From an optimization exercise on the open Yosys and OpenROAD flow, aimed at small area, a short achievable clock period and few clock cycles; shortcuts taken in it are not production practice.
Only simulation tests tie the RTL to the original design; equivalence was not proved.
No activity file was given, so power comes from the tool's default toggle rates.

$ cat design.v
module pwm_codec (
    input  wire        clk,
    input  wire        rst,           
    input  wire        cmd_valid,
    output wire        cmd_ready,
    input  wire [31:0] cmd,
    input  wire [63:0] op_a,
    input  wire [63:0] op_b,
    input  wire [63:0] op_c,
    output reg         rsp_valid,
    output reg  [3:0]  rsp_status,
    output reg  [63:0] rsp_r0,
    output reg  [63:0] rsp_r1
);
    localparam [3:0] OP_WIDTH         = 4'h1;
    localparam [3:0] OP_FROM_WIDTH    = 4'h2;
    localparam [3:0] OP_WIDTH_TO_MS   = 4'h3;
    localparam [3:0] OP_FROM_WIDTH_MS = 4'h4;
    localparam [3:0] OP_FREQ_FROM_PS  = 4'h5;
    localparam [3:0] OP_PS_FROM_FREQ  = 4'h6;
    localparam [3:0] ST_OK            = 4'd0;
    localparam [3:0] ST_ILLEGAL_OP    = 4'd1;
    localparam [3:0] ST_ARG_RANGE     = 4'd2;
    localparam [3:0] ST_FREQ_NONPOS   = 4'd3;
    localparam [3:0] ST_CLOCK_NONPOS  = 4'd4;
    localparam [3:0] ST_PRESCALE_RANGE= 4'd5;
    localparam [3:0] ST_OVERFLOW      = 4'd6;
    localparam [69:0] TEN_E9  = 70'd1000000000;
    localparam [69:0] TEN_E21 = 70'd1000000000000000000000;
    localparam MX = 64;               
    localparam MY = 70;               
    localparam PW = MX + MY;          
    localparam NW = 140;              
    localparam DW = 76;               
    localparam [2:0] S_IDLE  = 3'd0;
    localparam [2:0] S_CHECK = 3'd1;
    localparam [2:0] S_MUL   = 3'd2;
    localparam [2:0] S_DIV   = 3'd3;
    localparam [2:0] S_ROUND = 3'd4;
    reg [2:0]  state;
    reg [3:0]  op;
    reg        illegal;
    reg [63:0] a, b, c;
    reg        second;                
    reg [MX-1:0] mul_x;
    reg [MY-1:0] mul_y;
    reg [PW-1:0] mul_p;
    reg [6:0]    mul_cnt;
    reg [NW-1:0] div_nq;              
    reg [DW:0]   div_r;               
    reg [DW-1:0] div_d;
    reg [7:0]    div_cnt;
    reg [12:0]   wt;
    assign cmd_ready = (state == S_IDLE);
    function [11:0] width_of;
        input [12:0] on_t;
        input [12:0] off_t;
        reg   [13:0] t;
        begin
            if (off_t > 13'd4095)
                width_of = 12'd0;
            else if (on_t > 13'd4095)
                width_of = 12'd4095;
            else if (on_t <= off_t)
                width_of = off_t[11:0] - on_t[11:0];
            else begin
                t = 14'd4096 + {1'b0, off_t} - {1'b0, on_t};
                width_of = t[11:0];
            end
        end
    endfunction
    function [25:0] from_width;
        input [12:0] w;
        input [12:0] d;
        reg   [13:0] off_t;
        begin
            if (w >= 13'd4095)
                from_width = {13'd4096, 13'd0};
            else if (w == 13'd0)
                from_width = {13'd0, 13'd4096};
            else begin
                off_t = {1'b0, d} + {1'b0, w};
                if (off_t > 14'd4095)
                    off_t = off_t - 14'd4096;
                from_width = {d, off_t[12:0]};
            end
        end
    endfunction
    wire [DW:0]   div_shift = {div_r[DW-1:0], div_nq[NW-1]};
    wire [DW+1:0] div_diff  = {1'b0, div_shift} - {2'b00, div_d};
    wire          div_ge    = ~div_diff[DW+1];
    wire [NW-1:0] quo      = div_nq;
    wire [DW+1:0] rem2     = {div_r, 1'b0};
    wire          round_up = (rem2 > {2'b00, div_d}) ||
                             ((rem2 == {2'b00, div_d}) && quo[0]);
    wire [NW:0]   qr       = {1'b0, quo} + {{NW{1'b0}}, round_up};
    wire          qr_big64 = |qr[NW:64];      
    wire [25:0]   fw_imm   = from_width(a[12:0], b[12:0]);
    wire [25:0]   fw_ms    = from_width(wt, qr[12:0]);
    task respond;
        input [3:0]  st;
        input [63:0] r0;
        input [63:0] r1;
        begin
            rsp_valid  <= 1'b1;
            rsp_status <= st;
            rsp_r0     <= (st == ST_OK) ? r0 : 64'd0;
            rsp_r1     <= (st == ST_OK) ? r1 : 64'd0;
            state      <= S_IDLE;
        end
    endtask
    task start_mul;
        input [MX-1:0] x;
        input [MY-1:0] y;
        begin
            mul_x   <= x;
            mul_y   <= y;
            mul_p   <= {PW{1'b0}};
            mul_cnt <= 7'd0;
            state   <= S_MUL;
        end
    endtask
    always @(posedge clk) begin
        if (rst) begin
            state      <= S_IDLE;
            rsp_valid  <= 1'b0;
            rsp_status <= 4'd0;
            rsp_r0     <= 64'd0;
            rsp_r1     <= 64'd0;
        end else begin
            rsp_valid <= 1'b0;
            case (state)
            S_IDLE: begin
                if (cmd_valid) begin
                    op      <= cmd[3:0];
                    illegal <= (cmd[31:4] != 28'd0) ||
                               (cmd[3:0] < OP_WIDTH) || (cmd[3:0] > OP_PS_FROM_FREQ);
                    a       <= op_a;
                    b       <= op_b;
                    c       <= op_c;
                    second  <= 1'b0;
                    state   <= S_CHECK;
                end
            end
            S_CHECK: begin
                if (illegal)
                    respond(ST_ILLEGAL_OP, 64'd0, 64'd0);
                else case (op)
                OP_WIDTH:
                    if (a > 64'd4096 || b > 64'd4096)
                        respond(ST_ARG_RANGE, 64'd0, 64'd0);
                    else
                        respond(ST_OK, {52'd0, width_of(a[12:0], b[12:0])}, 64'd0);
                OP_FROM_WIDTH:
                    if (a > 64'd4096 || b > 64'd4095)
                        respond(ST_ARG_RANGE, 64'd0, 64'd0);
                    else
                        respond(ST_OK, {51'd0, fw_imm[25:13]}, {51'd0, fw_imm[12:0]});
                OP_WIDTH_TO_MS:
                    if (a == 64'd0)
                        respond(ST_FREQ_NONPOS, 64'd0, 64'd0);
                    else if (b > 64'd4096)
                        respond(ST_ARG_RANGE, 64'd0, 64'd0);
                    else
                        start_mul(b, TEN_E21);               
                OP_FROM_WIDTH_MS:
                    if (b == 64'd0)
                        respond(ST_FREQ_NONPOS, 64'd0, 64'd0);
                    else
                        start_mul(a, {6'd0, b});             
                OP_FREQ_FROM_PS:
                    if (a > 64'd255)
                        respond(ST_PRESCALE_RANGE, 64'd0, 64'd0);
                    else if (b == 64'd0)
                        respond(ST_CLOCK_NONPOS, 64'd0, 64'd0);
                    else
                        start_mul(b, TEN_E9);                
                default:  
                    if (a == 64'd0)
                        respond(ST_FREQ_NONPOS, 64'd0, 64'd0);
                    else if (b == 64'd0)
                        respond(ST_CLOCK_NONPOS, 64'd0, 64'd0);
                    else
                        start_mul(b, TEN_E9);                
                endcase
            end
            S_MUL: begin
                if (mul_x[0])
                    mul_p <= {{1'b0, mul_p[PW-1:MX]} + {1'b0, mul_y}, mul_p[MX-1:1]};
                else
                    mul_p <= {1'b0, mul_p[PW-1:1]};
                mul_x   <= mul_x >> 1;
                mul_cnt <= mul_cnt + 7'd1;
                if (mul_cnt == MX - 1) begin
                    state   <= S_DIV;
                    div_r   <= {(DW+1){1'b0}};
                    div_cnt <= 8'd0;
                end
            end
            S_DIV: begin
                if (div_cnt == 8'd0) begin
                    case (op)
                    OP_WIDTH_TO_MS: begin
                        div_nq <= {{(NW-PW){1'b0}}, mul_p};           
                        div_d  <= {a, 12'd0};                         
                    end
                    OP_FROM_WIDTH_MS: begin
                        div_nq <= {mul_p[PW-7:0], 12'd0};             
                        div_d  <= {6'd0, TEN_E21};                    
                    end
                    OP_FREQ_FROM_PS: begin
                        div_nq <= {{(NW-PW){1'b0}}, mul_p};           
                        div_d  <= {a + 64'd1, 12'd0};                 
                    end
                    default: begin
                        div_nq <= {{(NW-PW){1'b0}}, mul_p};           
                        div_d  <= {a, 12'd0};                         
                    end
                    endcase
                    div_r   <= {(DW+1){1'b0}};
                    div_cnt <= 8'd1;
                end else begin
                    if (div_ge)
                        div_r <= div_diff[DW:0];
                    else
                        div_r <= div_shift;
                    div_nq  <= {div_nq[NW-2:0], div_ge};
                    div_cnt <= div_cnt + 8'd1;
                    if (div_cnt == NW)
                        state <= S_ROUND;
                end
            end
            S_ROUND: begin
                case (op)
                OP_WIDTH_TO_MS:
                    if (qr_big64)
                        respond(ST_OVERFLOW, 64'd0, 64'd0);
                    else
                        respond(ST_OK, qr[63:0], 64'd0);
                OP_FREQ_FROM_PS:
                    if (qr_big64)
                        respond(ST_OVERFLOW, 64'd0, 64'd0);
                    else
                        respond(ST_OK, qr[63:0], 64'd0);
                OP_PS_FROM_FREQ:
                    if (qr == {(NW+1){1'b0}} || qr > 257'd256)
                        respond(ST_PRESCALE_RANGE, 64'd0, 64'd0);
                    else
                        respond(ST_OK, qr[63:0] - 64'd1, 64'd0);
                default: begin  
                    if (!second) begin
                        if (qr > 257'd4096)
                            respond(ST_ARG_RANGE, 64'd0, 64'd0);
                        else begin
                            wt     <= qr[12:0];
                            second <= 1'b1;
                            start_mul(c, {6'd0, b});         
                        end
                    end else begin
                        if (qr > 257'd4095)
                            respond(ST_ARG_RANGE, 64'd0, 64'd0);
                        else
                            respond(ST_OK, {51'd0, fw_ms[25:13]}, {51'd0, fw_ms[12:0]});
                    end
                end
                endcase
            end
            default: state <= S_IDLE;
            endcase
        end
    end
endmodule
$ cat run.sh
#!/bin/bash
# synth_recipe.tcl (not shown) runs the flow's synth.tcl, then flattens the netlist and writes it again
# the make line also repeats each setting of config.mk as NAME=value (left out here)
make -C /OpenROAD-flow-scripts/flow DESIGN_CONFIG=/design/flow/config.mk WORK_HOME=/design/flow/orfs CLKGATE_MAP_FILE= SYNTH_SCRIPT=/design/flow/synth_recipe.tcl finish
$ cat config.mk
export PLATFORM = sky130hd
export DESIGN_NAME = pwm_codec
export DESIGN_NICKNAME = pwm_codec
export VERILOG_FILES = /design/flow/design.v
export SDC_FILE = /design/flow/constraint.sdc
export NUM_CORES = 4
export LEC_CHECK = 0
export CAP_MARGIN = 20
export CORE_MARGIN = 2
export CORE_UTILIZATION = 40
export SLEW_MARGIN = 20
$ cat constraint.sdc
create_clock -name core_clock -period 10.0 [get_ports {clk}]
set_input_delay 2.0000 -clock core_clock [delete_from_list [all_inputs] [get_ports {clk}]]
set_output_delay 2.0000 -clock core_clock [all_outputs]
set_load 0.01 [all_outputs]
==> summary.txt <==
GRT
  • Initial antenna violation count: 1
  • First-pass GRT wire length: 266000 um
  • Vias in the first global route: 41300
  • Largest net degree at the start of global routing: 153
  • Total global routing overflow: 0
  • Global Route Usage Sum: 25.7%

Routing
  • Post-detailed-routing wire length: 178000 um
  • Routed len/inst: 24.0 um
  • DR iter-0 viols: 4419
  • Drt drc: 0
  • Total number of vias: 43300
  • Router iterations before antenna repair: 6
  • Final ANT Viol Nets: 0
  • DR vias/cell: 5.86

Logic synthesis
  • FF+latch count, synth: 911
  • Synthesized area per cell: 9.94 um2
  • Synth top area share: 44.3%
  • Synth warn: 1
  • Area contributors post-synth: edfxtp_1, dfxtp_1, nand2_1
  • Post-synth ARST share: 0%
  • Post-synth top flop: edfxtp_1
  • Post-Syn Area: 52500 um2
  • Synth unique cells: 91
  • Commonest cells in the netlist: edfxtp_1, nand2_1, nor2_1
  • Cell with the most instances after synthesis: edfxtp_1
  • Syn_nets: 5698
  • Mapped Cells: 5286
  • Area leader, netlist: edfxtp_1
  • Post-synth EDFFs: 775
  • Sequential share of the synthesized area: 49.5%

Power
  • Combinational power share: 5.6%
  • Pleak: 22.4 nW
  • Total power: 8.71 mW
  • VDD IR-drop max: 118 uV
  • Switching Power: 2.03 mW
  • Clk pwr share: 45.3%
  • PD cells: 141 nW/um2
  • Internal cell power: 6.68 mW
  • Sw frac: 23.3%
  • Seq pwr share: 49.1%

CTS
  • Reg clk slew, reported paths: 60 ps
  • CTS buffer count: 102
  • Sink Count: 911
  • Skew-Pair Late Insertion Delay: 760 ps
  • CTS Hold Bufs: 0
  • # H-tree levels: 3
  • CTS Root Cell: clkbuf_16
  • CTS max path bufs: 3
  • TritonCTS clock tree: yes

Hold path
  • Hold WC Path Type: reg2reg
  • Origin of the worst min-delay path: rsp_r0[59]
  • Hold path depth: 2

Floorplanning
  • Area of the core: 130000 um2
  • Die Y: 366 um
  • Initial Utilization: 40.4%
  • Std cell rows: 132
  • Die area: 134000 um2
  • I/O pins: 361
  • Chip Width: 366 um

STA
  • Final setup skew: 81.5 ps
  • Fin crit period: 9370 ps
  • Fin. Hold Viols: 0
  • Setup ws final: 633 ps
  • Slew HR: 26.4%
  • Setup_tns: 0 ps
  • Fin crit share: 93.7%
  • Count of final setup violators: 0
  • Slew Limit Fails: 0
  • Worst Max-Slew Pin Slew: 1100 ps
  • RSZ-0062 raised after global routing: no
  • Hold_ws: 438 ps
  • Maximum clock frequency: 107 MHz

Worst setup path
  • Setup crit start kind: flop
  • CP Launch Point: div_r[11]
  • CP Class: reg2reg
  • Setup slack, reg-to-reg: 630 ps
  • CP required: 10410 ps
  • Critical Path Most Common Cell: ha_1
  • R2R depth: 34
  • CP Max Fanout: 22
  • FF-to-FF Start: div_r[11]
  • CP Capture Type: flop
  • CP max stage delay: 720 ps
  • Slowest CP cell: or4b_4
  • Worst EP arrival: 9780 ps

Cells and area
  • Final nets: 5969
  • Antenna Cells: 0
  • Share of post-route cells with drive strength above 1: 6.13%
  • Area growth from synthesis to layout: 17.5%
  • Final cell count without fillers: 7386
  • Fill cell count: 12200

Run
  • Maxcap violations: 0

Placed design
  • Inst Count DP: 7195
  • PortBufs: 360
  • Placer Congestion: 0.929
  • Pre-CTS setup slack: 799 ps
  • Hpwl dp: 132000 um

Run status
  • Outcome: complete, no violations
## power groups by stage
stage | clock network, mW | registers (mW) | logic [mW]
after detailed placement | 0 | 4.35 | 0.481
after global routing | 4.15 | 4.28 | 0.528
final | 3.95 | 4.28 | 0.484
after floorplan | 0 | 4.30 | 0.272
after CTS | 4.01 | 4.28 | 0.483
after global placement | 0 | 4.36 | 0.476
## placed cells by master (no fill, tap or decap), drive strengths merged, types with 25 or more instances in the layout
master,count
buf,98
a221o,65
a31oi,25
nor2b,41
and3,130
clkbuf,128
o21bai,33
and2,118
nor3,138
clkinv,41
inv,177
xor2,124
or2,26
clkdlybuf4s50,359
a21oi,302
a22oi,25
nand2b,34
xnor2,184
a21o,114
ha,180
and4,28
a211oi,45
dfxtp,136
nand4,145
nor4,107
or3,35
nand3,170
o21a,25
mux2i,222
nand2,616
edfxtp,775
nor2,432
o21ai,315
## state kept, by name (all words and copies together), names as in the netlist
register	cells
wt	13
b	64
state	3
mul_cnt	7
div_nq	140
div_r	77
c	64
second	1
illegal	1
mul_x	64
op	4
div_cnt	8
rsp_r0	64
rsp_r1	64
rsp_valid	1
rsp_status	4
div_d	64
a	64
mul_p	134
mul_y	70
## worst max-delay path, delay by kind of cell, from the launching register on
family          cells  cell delay, ps
xor+xnor            1             120
mux                 1             210
fa+ha+maj           4            1130
simple gates       10            3530
compound gates     13            2920
buf+inv             5             790
flops               1             320
## per-layer routing
| layer | GRT usage (%) | part of all wire [%] |
|---|---|---|
| met2 | 41.0 | 45 |
| met5 | 0 | 0 |
| met3 | 4.07 | 7.4 |
| met1 | 36.0 | 44 |
| met4 | 7.59 | 2.8 |
## path summary, 6_finish.rpt
path / end
hold reg to reg: rsp_r0[59]
setup reg to reg: mul_y[34]
hold / removal: rsp_r0[59]
setup / recovery: mul_y[34]
## kinds of logic after synthesis
kind of cell,Yosys count,synth area share [%]
fa+ha+maj,185,4.48
buf+inv,459,3.38
compound gates,1126,13.8
simple gates,2070,19.4
xor+xnor,308,5.14
mux,227,4.34
flops,911,49.5
## metrics by stage
stage               area [um2]  util (%)
global route             61700      47.5
floorplan                52500         -
detailed placement       58200      44.8
global placement         58200      44.8
finish                   61700      47.5
CTS                      61700      47.5
## area by class of cell
cell class / instances / area [um2] / area share [%]
clock buffers: 128 / 2780 / 4.51
multi-input cells: 3916 / 24900 / 40.3
flip-flops and latches: 911 / 26000 / 42.1
well taps: 1742 / 2180 / 3.53
inverters: 169 / 634 / 1.03
clock inverters: 63 / 701 / 1.14
repair buffers: 457 / 4520 / 7.32
## timing repair
| action | in CTS | in global routing |
|---|---|---|
| setup buffers | 0 | 0 |
| gates resized for setup | 0 | 1 |
| hold endpoints to repair | 0 | 0 |
| endpoints found under the setup margin | 0 | 150 |
Testbench counts, summed over its fixed seeds: cycles 538,874.

afterwards: timing with drivers on the ports:
The flow's constraints put no driver on any port. The routed layout listed below was extracted and timed again, unchanged, in two steps. Step 1: set_driving_cell puts a clkbuf_16 on clk and a buf_2 on each other input, an assumption about the parent block. Step 2, shift: input delay + t, output delay - t, t = (earliest + latest rising clock arrival at the registers) / 2. This alone moves slack from input paths to output paths. Slacks: ideal ports / drivers / drivers and shift; pairs: ideal ports / drivers.
t (ns): 0.795
setup WS [ns]: 0.633 / 0.633 / 0.633
worst hold slack (ns): 0.438 / 0.438 / 0.438
cell pins on the clock port's net: 1
After both steps setup and hold are still met in this run. The setup slack of this run moves by 0.000 ns with the drivers and by 0.000 ns with both steps.
